Background: an optimization exercise with open tools, aiming at small area, a short achievable clock period and few clock cycles per item. Do not read the settings as production practice.
Where RTL was checked, it was by simulation tests only, not by an equivalence proof against the original.
Power is estimated from default activity; no workload was simulated.

## radio_mode_fsm
module radio_mode_fsm #(
    parameter [7:0]  CHANNEL_RESET = 8'h0B,
    parameter [15:0] CCACFG_RESET  = 16'h0000
) (
    input  wire        clk,
    input  wire        rst,             
    input  wire        in_valid,
    output wire        in_ready,
    input  wire        in_kind,         
    input  wire [31:0] in_word,
    input  wire [31:0] in_arg,
    input  wire        in_abortable,    
    input  wire        in_ack_req,      
    input  wire [31:0] pool_handle,
    output wire        pool_take,
    output wire        rsp_valid,
    output wire [31:0] rsp_word,
    output wire        out_valid,
    output wire [31:0] out_w0,
    output wire [31:0] out_w1,
    output wire [1:0]  need,
    output reg  [7:0]  hw_channel,
    output reg  [15:0] hw_cca,
    output wire [7:0]  fault
);
    localparam [4:0] ST_DIS   = 5'b00_000, ST_SLEEP = 5'b00_001,
                     ST_WT    = 5'b01_000, ST_WRF   = 5'b01_001,
                     ST_RXH   = 5'b01_010, ST_RXF   = 5'b01_011,
                     ST_ED    = 5'b01_100, ST_CCA   = 5'b01_101,
  ...
clock: 8.0 ns
lec_check: 0
abc_area: 1
cap_margin: 20
core_margin: 2
core_utilization: 50
place_density: 0.65
setup_slack_margin: 5.0
slew_margin: 20
standard.sh (not shown) runs the stock make flow with config.mk's settings and CLKGATE_MAP_FILE= SYNTH_SCRIPT=/design/flow/synth_recipe.tcl, a recipe that flattens the netlist after the stock synthesis.
==> flow/flow/run.sh <==
#!/bin/bash
# The standard layout (standard.sh), with every port buffered by a
# sky130_fd_sc_hd__buf_1 instead of the cell buffer_ports picks by default,
# and clock tree synthesis without dummy loads.
set -euo pipefail
export BUFFER_PORTS_ARGS="-buffer_cell sky130_fd_sc_hd__buf_1"
export CTS_ARGS="-sink_clustering_enable -repair_clock_nets -buf_list sky130_fd_sc_hd__clkbuf_4 -dont_use_dummy_load"
bash standard.sh > standard.log 2>&1
Next try:
--- a/flow/design.v
+++ b/flow/design.v
@@ -61,25 +61,25 @@
     reg  [3:0]  evq_last;            
     reg         ed_held;             
     reg  [7:0]  energy;
     reg         ready_r;
     reg         ok_r;                
     reg         take_r;
     reg         rsp_v;
     reg  [3:0]  rsp_lo;
     reg  [3:0]  rsp_hi;
     reg         rec_v;
     reg  [2:0]  rec_type;
     reg  [7:0]  rec_lo;
-    assign in_ready  = ready_r && ok_r && !take_r;
+    assign in_ready  = ready_r && ok_r;
     assign pool_take = take_r && ok_r;
     assign rsp_valid = rsp_v && ok_r;
     assign rsp_word  = {24'd0, rsp_hi, rsp_lo};
     assign out_valid = rec_v && ok_r;
     assign out_w0    = {5'b10000, rec_type, 16'd0, rec_lo};
     assign out_w1    = job_frame;
     assign need      = state[4:3];
     assign fault     = {5'd0, fault_r};
     wire sDIS   = state == ST_DIS;
     wire sSLEEP = state == ST_SLEEP;
     wire sWT    = state == ST_WT;
     wire sWRF   = state == ST_WRF;
@@ -112,25 +112,25 @@
             ST_RXACK: state_code = 4'd9;
             ST_ED:    state_code = 4'd10;
             ST_CCA:   state_code = 4'd11;
             default:  state_code = 4'd12;
         endcase
     end
     wire queued  = (evq_tail != 5'd0);   
     wire drain   = ok_r && !take_r && !cs_held && queued;
     wire last    = ({1'b0, evq_head} + 5'd1 == evq_tail);    
     wire [3:0] qcode = evq[evq_head];
     wire [7:0] opc = in_word[31:24];
     wire b0        = in_word[0];
-    wire acc       = in_valid && ready_r && ok_r && !take_r;
+    wire acc       = in_valid && ready_r && ok_r;
     wire acc_cmd   = acc && !in_kind;
     wire acc_ev    = acc && in_kind;
     wire [4:0] cop = opc[4:0];           
     wire c_CSE = acc_cmd && cop == 5'h0E;
     wire c_CSX = acc_cmd && cop == 5'h0F;
     wire [3:0] dcode = (opc[5] || opc[3]) ? {opc[5] && opc[0], opc[5] && !opc[0], opc[5], 1'b1}
                                           : {opc[2:0], b0};
     wire dev   = acc_ev && !cs_held;             
     wire enq   = acc_ev && cs_held;              
     wire qev   = drain || (c_CSX && queued);     
     wire evgo  = dev || qev;
     wire [3:0] ecode = (ready_r && in_kind) ? dcode : qcode;
@@ -341,25 +341,25 @@
             else if ((opc == 8'h03 || opc == 8'h09) && arg_zero)
                 step_fault = 3'd7;
             else if (needs_cs && !cs_held)
                 step_fault = 3'd2;
             else if (opc == 8'h0E && cs_held)
                 step_fault = 3'd3;
             else if (opc == 8'h0F && !cs_held)
                 step_fault = 3'd4;
         end
     end
     wire faulting = acc && (step_fault != 3'd0);
     wire [4:0] n_tail = qev ? (last ? 5'd0 : evq_tail) : (store ? evq_tail + 5'd1 : evq_tail);
-    wire n_ready = n_cs || n_tail == 5'd0;
+    wire n_ready = !take && (n_cs || n_tail == 5'd0);
     always @(posedge clk) begin
         if (rst) begin
             state           <= ST_SLEEP;
             ts_granted      <= 1'b0;
             rx_none         <= 1'b1;
             pending_rx      <= 1'b0;
             resume          <= 1'b0;
             cfg_channel     <= CHANNEL_RESET;
             hw_channel      <= CHANNEL_RESET;
             pending_channel <= 1'b0;
             cfg_cca         <= CCACFG_RESET;
             hw_cca          <= CCACFG_RESET;
=> The changed run completed without violations; routed wire length increases by 0.47%; design area drops by 2.0%; cell count rises by 1.7%; flip-flop and latch count stays the same; total power fell by 2.8%; sequential share of layout area came out higher by 0.85 points; synthesized cell count climbs by 3.8%; worst hold slack hardly moves; area after synthesis stays the same.
Testbench counts after the change, summed over its fixed seeds: cycles 33,341, items 32,000.
For the first run of this note, only the layout was checked, not whether the RTL still works.

========
## JK
radio_mode_fsm with an RTL version that a note above also has.
For scale: roughly 1500 cells after synthesis, about 250 flip-flops.
Settings: LEC_CHECK=0, ABC_AREA=1, CAP_MARGIN=20, CORE_MARGIN=2, CORE_UTILIZATION=45, CTS_BUF_LIST=sky130_fd_sc_hd__clkbuf_4, PLACE_DENSITY=0.62, SETUP_SLACK_MARGIN=5.0, SLEW_MARGIN=20; clock period 8.0 ns.
Scripts as last shown in full above: flow/flow/run.sh
Testbench counts of JK, summed over its fixed seeds: cycles 33,341, items 32,000.
> inputs changed (JK -> MS)
--- a/flow/design.v
+++ b/flow/design.v
@@ -57,13 +57,12 @@
     reg  [3:0]  evq [0:15];          
     reg  [4:0]  evq_tail;            
     reg  [3:0]  evq_head;
     reg  [4:0]  evq_count;           
     reg  [3:0]  evq_last;            
     reg         ed_held;             
-    reg  [7:0]  energy;
     reg         ready_r;
     reg         ok_r;                
     reg         take_r;
     reg         rsp_v;
     reg  [3:0]  rsp_lo;
     reg  [3:0]  rsp_hi;
@@ -298,13 +297,15 @@
     wire c_CHU = acc_cmd && cop == 5'h0A;
     wire c_CCU = acc_cmd && cop == 5'h0B;
     wire upd_channel = (pending_channel && into_set) || (c_CHU && inset);
     wire upd_cca     = (pending_cca && into_set) || (c_CCU && inset);
     wire n_pending_channel = (pending_channel && !into_set) || (c_CHU && !inset);
     wire n_pending_cca     = (pending_cca && !into_set) || (c_CCU && !inset);
-    wire [7:0] n_rec_lo = (e_rtype == R_ED) ? (dev ? in_word[7:0] : energy) : {6'd0, e_lo};
+    wire ld_energy = enq && d_EDC && !ed_held;
+    wire ld_rec_lo = ld_energy || (rec && !(e_rtype == R_ED && !dev));
+    wire [7:0] n_rec_lo = (e_rtype == R_ED) ? in_word[7:0] : {6'd0, e_lo};
     wire [3:0] n_rsp_hi = (cop == 5'h08) ? state_code : 4'd0;
     wire z23_8 = (in_word[23:8] == 16'd0);
     wire z7_1  = (in_word[7:1] == 7'd0);
     reg        ev_ok;
     always @* begin
         case (opc)
@@ -419,17 +420,16 @@
         if (!txfam)
             job_frame <= (sED || sCCA) ? 32'd0 :
                          (sRXF && !(acc_cmd && cop == 5'h03)) ? rx_buffer : in_arg;
         rsp_lo      <= acc_cmd ? k_rsp : 4'd1;
         rsp_hi      <= n_rsp_hi;
         rec_type    <= e_rtype;
-        rec_lo      <= n_rec_lo;
+        if (ld_rec_lo)
+            rec_lo <= n_rec_lo;
         if (rx_none || (evgo && e_fresh))
             rx_buffer <= (acc_cmd && cop == 5'h09) ? in_arg : pool_handle;
-        if (enq && d_EDC && !ed_held)
-            energy <= in_word[7:0];
         if (enq && !tsr_drop)
             evq_last <= dcode;
         if (store)
             evq[evq_tail[3:0]] <= dcode;
     end
 endmodule
## What came out
MS vs. JK: global routing usage on met3 went up by 0.24 points; final-layout non-clock buffer area share increased 0.58 points.
Synthesis-to-layout area growth for MS: 3.5 points up relative to JK
Compared with JK, MS shows a lower fraction of standard cell area that is sequential.
Count of unique library cells instantiated by Yosys: MS > JK
For the multi-input combinational cell area, MS came in about 8% higher than JK did.
Going from JK to MS, number of vias after detailed routing grows by 241.
On power dissipated in sequential cells, the higher figure sits with JK, not MS.
~same synthesized cell area in JK and MS
Diff JK -> MS: total power density per cell area lower, clock slew seen by the registers of the worst setup and hold paths roughly the same, number of iterations in the first detailed-routing pass lower.
Only the layout flow was run in MS; the RTL was not checked for function there.

========
RTL: one of the versions met above, not the one the previous note started from.
For scale: about 1500 cells after synthesis, ~240 I/O pins, about 12000 um2 of cells after synthesis.
// radio_mode_fsm
module radio_mode_fsm #(
    parameter [7:0]  CHANNEL_RESET = 8'h0B,
    parameter [15:0] CCACFG_RESET  = 16'h0000
) (
    input  wire        clk,
    input  wire        rst,             
    input  wire        in_valid,
    output wire        in_ready,
    input  wire        in_kind,         
    input  wire [31:0] in_word,
    input  wire [31:0] in_arg,
    input  wire        in_abortable,    
    input  wire        in_ack_req,      
    input  wire [31:0] pool_handle,
    output wire        pool_take,
    output wire        rsp_valid,
    output wire [31:0] rsp_word,
    output wire        out_valid,
    output wire [31:0] out_w0,
    output wire [31:0] out_w1,
    output wire [1:0]  need,
    output reg  [7:0]  hw_channel,
    output reg  [15:0] hw_cca,
    output wire [7:0]  fault
);
Settings: LEC_CHECK=0, ABC_AREA=1, CAP_MARGIN=20, CORE_MARGIN=2, CORE_UTILIZATION=50, CTS_BUF_LIST=sky130_fd_sc_hd__clkbuf_8, PLACE_DENSITY=0.65, SETUP_SLACK_MARGIN=5.0, SLEW_MARGIN=20; clock period 8.0 ns.
==> flow/flow/run.sh <==
#!/bin/bash
# The standard layout (standard.sh), with every port buffered by a
# sky130_fd_sc_hd__buf_1 instead of the cell buffer_ports picks by default.
set -euo pipefail
export BUFFER_PORTS_ARGS="-buffer_cell sky130_fd_sc_hd__buf_1"
bash standard.sh > standard.log 2>&1
Change:
--- a/flow/design.v
+++ b/flow/design.v
@@ -51,24 +51,25 @@
     reg  [7:0]  cfg_channel;
     reg         pending_channel;
     reg  [15:0] cfg_cca;
     reg         pending_cca;
     reg         cs_held;
     reg  [2:0]  fault_r;
     reg  [3:0]  evq [0:15];          
     reg  [4:0]  evq_tail;            
     reg  [3:0]  evq_head;
     reg  [4:0]  evq_count;           
     reg  [3:0]  evq_last;            
     reg         ed_held;             
+    reg  [7:0]  energy;
     reg         ready_r;
     reg         ok_r;                
     reg         take_r;
     reg         rsp_v;
     reg  [3:0]  rsp_lo;
     reg  [3:0]  rsp_hi;
     reg         rec_v;
     reg  [2:0]  rec_type;
     reg  [7:0]  rec_lo;
     assign in_ready  = ready_r && ok_r;
     assign pool_take = take_r && ok_r;
     assign rsp_valid = rsp_v && ok_r;
@@ -291,27 +292,25 @@
     wire n_ts          = acc ? (in_kind ? (cs_held ? ts_granted : ts_E) : ts_K)
                              : (drain ? ts_E : ts_granted);
     wire take          = acc ? (in_kind ? ev_now && take_E : take_K) : drain && take_E;
     wire into_set      = acc ? (in_kind ? ev_now && e_into : into_K) : drain && e_into;
     wire rec           = acc ? (in_kind ? ev_now && e_rec : rec_K) : drain && e_rec;
     wire n_cs = c_CSE ? 1'b1 : c_CSX ? 1'b0 : cs_held;
     wire c_CHU = acc_cmd && cop == 5'h0A;
     wire c_CCU = acc_cmd && cop == 5'h0B;
     wire upd_channel = (pending_channel && into_set) || (c_CHU && inset);
     wire upd_cca     = (pending_cca && into_set) || (c_CCU && inset);
     wire n_pending_channel = (pending_channel && !into_set) || (c_CHU && !inset);
     wire n_pending_cca     = (pending_cca && !into_set) || (c_CCU && !inset);
-    wire ld_energy = enq && d_EDC && !ed_held;
-    wire ld_rec_lo = ld_energy || (rec && !(e_rtype == R_ED && !dev));
-    wire [7:0] n_rec_lo = (e_rtype == R_ED) ? in_word[7:0] : {6'd0, e_lo};
+    wire [7:0] n_rec_lo = (e_rtype == R_ED) ? (dev ? in_word[7:0] : energy) : {6'd0, e_lo};
     wire [3:0] n_rsp_hi = (cop == 5'h08) ? state_code : 4'd0;
     wire z23_8 = (in_word[23:8] == 16'd0);
     wire z7_1  = (in_word[7:1] == 7'd0);
     reg        ev_ok;
     always @* begin
         case (opc)
             8'h40, 8'h43, 8'h45, 8'h48, 8'h60, 8'h61: ev_ok = z23_8 && z7_1 && !b0;
             8'h41, 8'h42, 8'h44, 8'h47:               ev_ok = z23_8 && z7_1;
             8'h46:                                    ev_ok = z23_8;
             default:                                  ev_ok = 1'b0;
         endcase
     end
@@ -414,22 +413,23 @@
                 evq_head <= last ? 4'd0 : evq_head + 4'd1;
         end
     end
     always @(posedge clk) begin
         if (acc_cmd && cop == 5'h03 && !txfam)
             job_ack_req <= in_ack_req;
         if (!txfam)
             job_frame <= (sED || sCCA) ? 32'd0 :
                          (sRXF && !(acc_cmd && cop == 5'h03)) ? rx_buffer : in_arg;
         rsp_lo      <= acc_cmd ? k_rsp : 4'd1;
         rsp_hi      <= n_rsp_hi;
         rec_type    <= e_rtype;
-        if (ld_rec_lo)
-            rec_lo <= n_rec_lo;
+        rec_lo      <= n_rec_lo;
         if (rx_none || (evgo && e_fresh))
             rx_buffer <= (acc_cmd && cop == 5'h09) ? in_arg : pool_handle;
+        if (enq && d_EDC && !ed_held)
+            energy <= in_word[7:0];
         if (enq && !tsr_drop)
             evq_last <= dcode;
         if (store)
             evq[evq_tail[3:0]] <= dcode;
     end
 endmodule
The changed run completed with no timing, DRC or antenna violations.
Clock power stays flat.
Design area fell slightly.
Hold slack gets worse by 0.018 ns.
Power rose by a few percent.
Final cell count fell slightly.
Via count fell by a few percent.
Worst setup slack gets better by 0.13 ns.
Clock skew fell by 0.0032 ns.
Register-to-register slack gets better by 0.03 ns.
Testbench counts after the change, summed over its fixed seeds: cycles 33,341, items 32,000.
For the first run of this note, only the layout was checked, not whether the RTL still works.

========
run 1:
radio_mode_fsm again, from the RTL that the note above started with.
==> flow/design.v (excerpt) <==
module radio_mode_fsm #(
    parameter [7:0]  CHANNEL_RESET = 8'h0B,
    parameter [15:0] CCACFG_RESET  = 16'h0000
) (
    input  wire        clk,
    input  wire        rst,             
    input  wire        in_valid,
    output wire        in_ready,
    input  wire        in_kind,         
    input  wire [31:0] in_word,
    input  wire [31:0] in_arg,
    input  wire        in_abortable,    
    input  wire        in_ack_req,      
    input  wire [31:0] pool_handle,
    output wire        pool_take,
    output wire        rsp_valid,
    output wire [31:0] rsp_word,
    output wire        out_valid,
    output wire [31:0] out_w0,
    output wire [31:0] out_w1,
    output wire [1:0]  need,
    output reg  [7:0]  hw_channel,
    output reg  [15:0] hw_cca,
    output wire [7:0]  fault
);
Settings: LEC_CHECK=0, ABC_AREA=1, CAP_MARGIN=20, CORE_MARGIN=2, CORE_UTILIZATION=50, CTS_BUF_LIST=sky130_fd_sc_hd__clkbuf_4, PLACE_DENSITY=0.65, SETUP_SLACK_MARGIN=5.0, SLEW_MARGIN=20; clock period 8.0 ns.
Scripts as last shown in full above: flow/flow/run.sh
Input changes introduced in run 4 (baseline for comparison: run 1):
--- a/flow/design.v
+++ b/flow/design.v
@@ -54,18 +54,19 @@
     reg         pending_cca;
     reg         cs_held;
     reg  [2:0]  fault_r;
     reg  [3:0]  evq [0:15];          
     reg  [4:0]  evq_tail;            
     reg  [3:0]  evq_head;
     reg  [4:0]  evq_count;           
     reg  [3:0]  evq_last;            
     reg         ed_held;             
+    reg  [7:0]  energy;
     reg         ready_r;
     reg         ok_r;                
     reg         take_r;
     reg         rsp_v;
     reg  [3:0]  rsp_lo;
     reg  [3:0]  rsp_hi;
     reg         rec_v;
     reg  [2:0]  rec_type;
     reg  [7:0]  rec_lo;
@@ -294,21 +295,19 @@
     wire into_set      = acc ? (in_kind ? ev_now && e_into : into_K) : drain && e_into;
     wire rec           = acc ? (in_kind ? ev_now && e_rec : rec_K) : drain && e_rec;
     wire n_cs = c_CSE ? 1'b1 : c_CSX ? 1'b0 : cs_held;
     wire c_CHU = acc_cmd && cop == 5'h0A;
     wire c_CCU = acc_cmd && cop == 5'h0B;
     wire upd_channel = (pending_channel && into_set) || (c_CHU && inset);
     wire upd_cca     = (pending_cca && into_set) || (c_CCU && inset);
     wire n_pending_channel = (pending_channel && !into_set) || (c_CHU && !inset);
     wire n_pending_cca     = (pending_cca && !into_set) || (c_CCU && !inset);
-    wire ld_energy = enq && d_EDC && !ed_held;
-    wire ld_rec_lo = ld_energy || (rec && !(e_rtype == R_ED && !dev));
-    wire [7:0] n_rec_lo = (e_rtype == R_ED) ? in_word[7:0] : {6'd0, e_lo};
+    wire [7:0] n_rec_lo = (e_rtype == R_ED) ? (dev ? in_word[7:0] : energy) : {6'd0, e_lo};
     wire [3:0] n_rsp_hi = (cop == 5'h08) ? state_code : 4'd0;
     wire z23_8 = (in_word[23:8] == 16'd0);
     wire z7_1  = (in_word[7:1] == 7'd0);
     reg        ev_ok;
     always @* begin
         case (opc)
             8'h40, 8'h43, 8'h45, 8'h48, 8'h60, 8'h61: ev_ok = z23_8 && z7_1 && !b0;
             8'h41, 8'h42, 8'h44, 8'h47:               ev_ok = z23_8 && z7_1;
             8'h46:                                    ev_ok = z23_8;
@@ -417,19 +416,20 @@
     always @(posedge clk) begin
         if (acc_cmd && cop == 5'h03 && !txfam)
             job_ack_req <= in_ack_req;
         if (!txfam)
             job_frame <= (sED || sCCA) ? 32'd0 :
                          (sRXF && !(acc_cmd && cop == 5'h03)) ? rx_buffer : in_arg;
         rsp_lo      <= acc_cmd ? k_rsp : 4'd1;
         rsp_hi      <= n_rsp_hi;
         rec_type    <= e_rtype;
-        if (ld_rec_lo)
-            rec_lo <= n_rec_lo;
+        rec_lo      <= n_rec_lo;
         if (rx_none || (evgo && e_fresh))
             rx_buffer <= (acc_cmd && cop == 5'h09) ? in_arg : pool_handle;
+        if (enq && d_EDC && !ed_held)
+            energy <= in_word[7:0];
         if (enq && !tsr_drop)
             evq_last <= dcode;
         if (store)
             evq[evq_tail[3:0]] <= dcode;
     end
 endmodule
### Flow results
- Lower area growth from synthesis to layout among run 4 and run 1: run 4
- Cmp run 4 vs run 1: fraction of power consumed by combinational cells lower in run 4
- [compare] base=run 1 new=run 4: final cell utilization of the core has decreased; worst-case setup margin in the final layout has increased; net count reported at finish has decreased.
- What run 4 reported for number of clock buffer instances in the layout has to be multiplied by 0.944 to get the figure for run 1.
- Lower worst path arrival time was reported by run 4, not run 1.
- In the metrics for run 4 and run 1, the one carrying the higher global routing met3 resource utilization is run 4.
- Looking at total power across both flows, run 4 is the weaker of the two, with run 1 ahead.
- | worst reg-to-reg setup slack | run 4 vs run 1 | ≈ equal |
- Diff run 1 -> run 4 | area used by multi-input combinational logic | decrease of 360 µm²
- Per the comparison of run 4 with run 1, total number of placement rows now sits at about the same level, clock share of power now smaller.
Testbench counts of run 4, summed over its fixed seeds: cycles 33,341, items 32,000.
Only the layout flow was run in run 1; the RTL was not checked for function there.

## re-timing with driven ports
The flow's constraints put no driver on any port. The routed layouts listed below were extracted and timed again, unchanged, in two steps.
Step 1 assumes that a clkbuf_16 drives the clock port and a buf_2 every other input.
Step 2 moves the port delays by t, midway between the first and last clock arrival at a register: inputs arrive t later, outputs are due t later. That takes back most of the time a late clock gives input paths.
Three values: no drivers, after step 1, after step 2; two values: the first two.
run | t (ns) | setup WS [ns] | worst hold slack (ns) | clock arrival spread, ns | worst data-port slew with drivers (ns)
the first run of note 1 | 0.691 | 4.965 / 4.960 / 4.269 | 0.454 / 0.454 / 0.454 | 0.086 / 0.086 | 0.08
the second run of note 1 | 0.690 | 5.010 / 4.982 / 4.308 | 0.455 / 0.455 / 0.455 | 0.060 / 0.061 | 0.08
JK | 0.674 | 4.997 / 5.008 / 4.334 | 0.435 / 0.435 / 0.435 | 0.074 / 0.074 | 0.07
MS | 0.699 | 4.945 / 4.938 / 4.239 | 0.467 / 0.467 / 0.467 | 0.087 / 0.086 | 0.08
the first run of note 3 | 0.590 | 4.799 / 4.781 / 4.191 | 0.475 / 0.475 / 0.475 | 0.028 / 0.028 | 0.09
the second run of note 3 | 0.587 | 4.931 / 4.911 / 4.324 | 0.457 / 0.457 / 0.457 | 0.027 / 0.027 | 0.09
run 1 | 0.693 | 4.904 / 4.886 / 4.193 | 0.466 / 0.466 / 0.466 | 0.049 / 0.049 | 0.08
run 4 | 0.700 | 5.033 / 5.033 / 4.333 | 0.460 / 0.460 / 0.460 | 0.042 / 0.043 | 0.06
After both steps setup and hold are still met in every run listed. The setup slack of run 1, which loses most, moves by -0.018 ns with the drivers and by -0.711 ns with both steps.
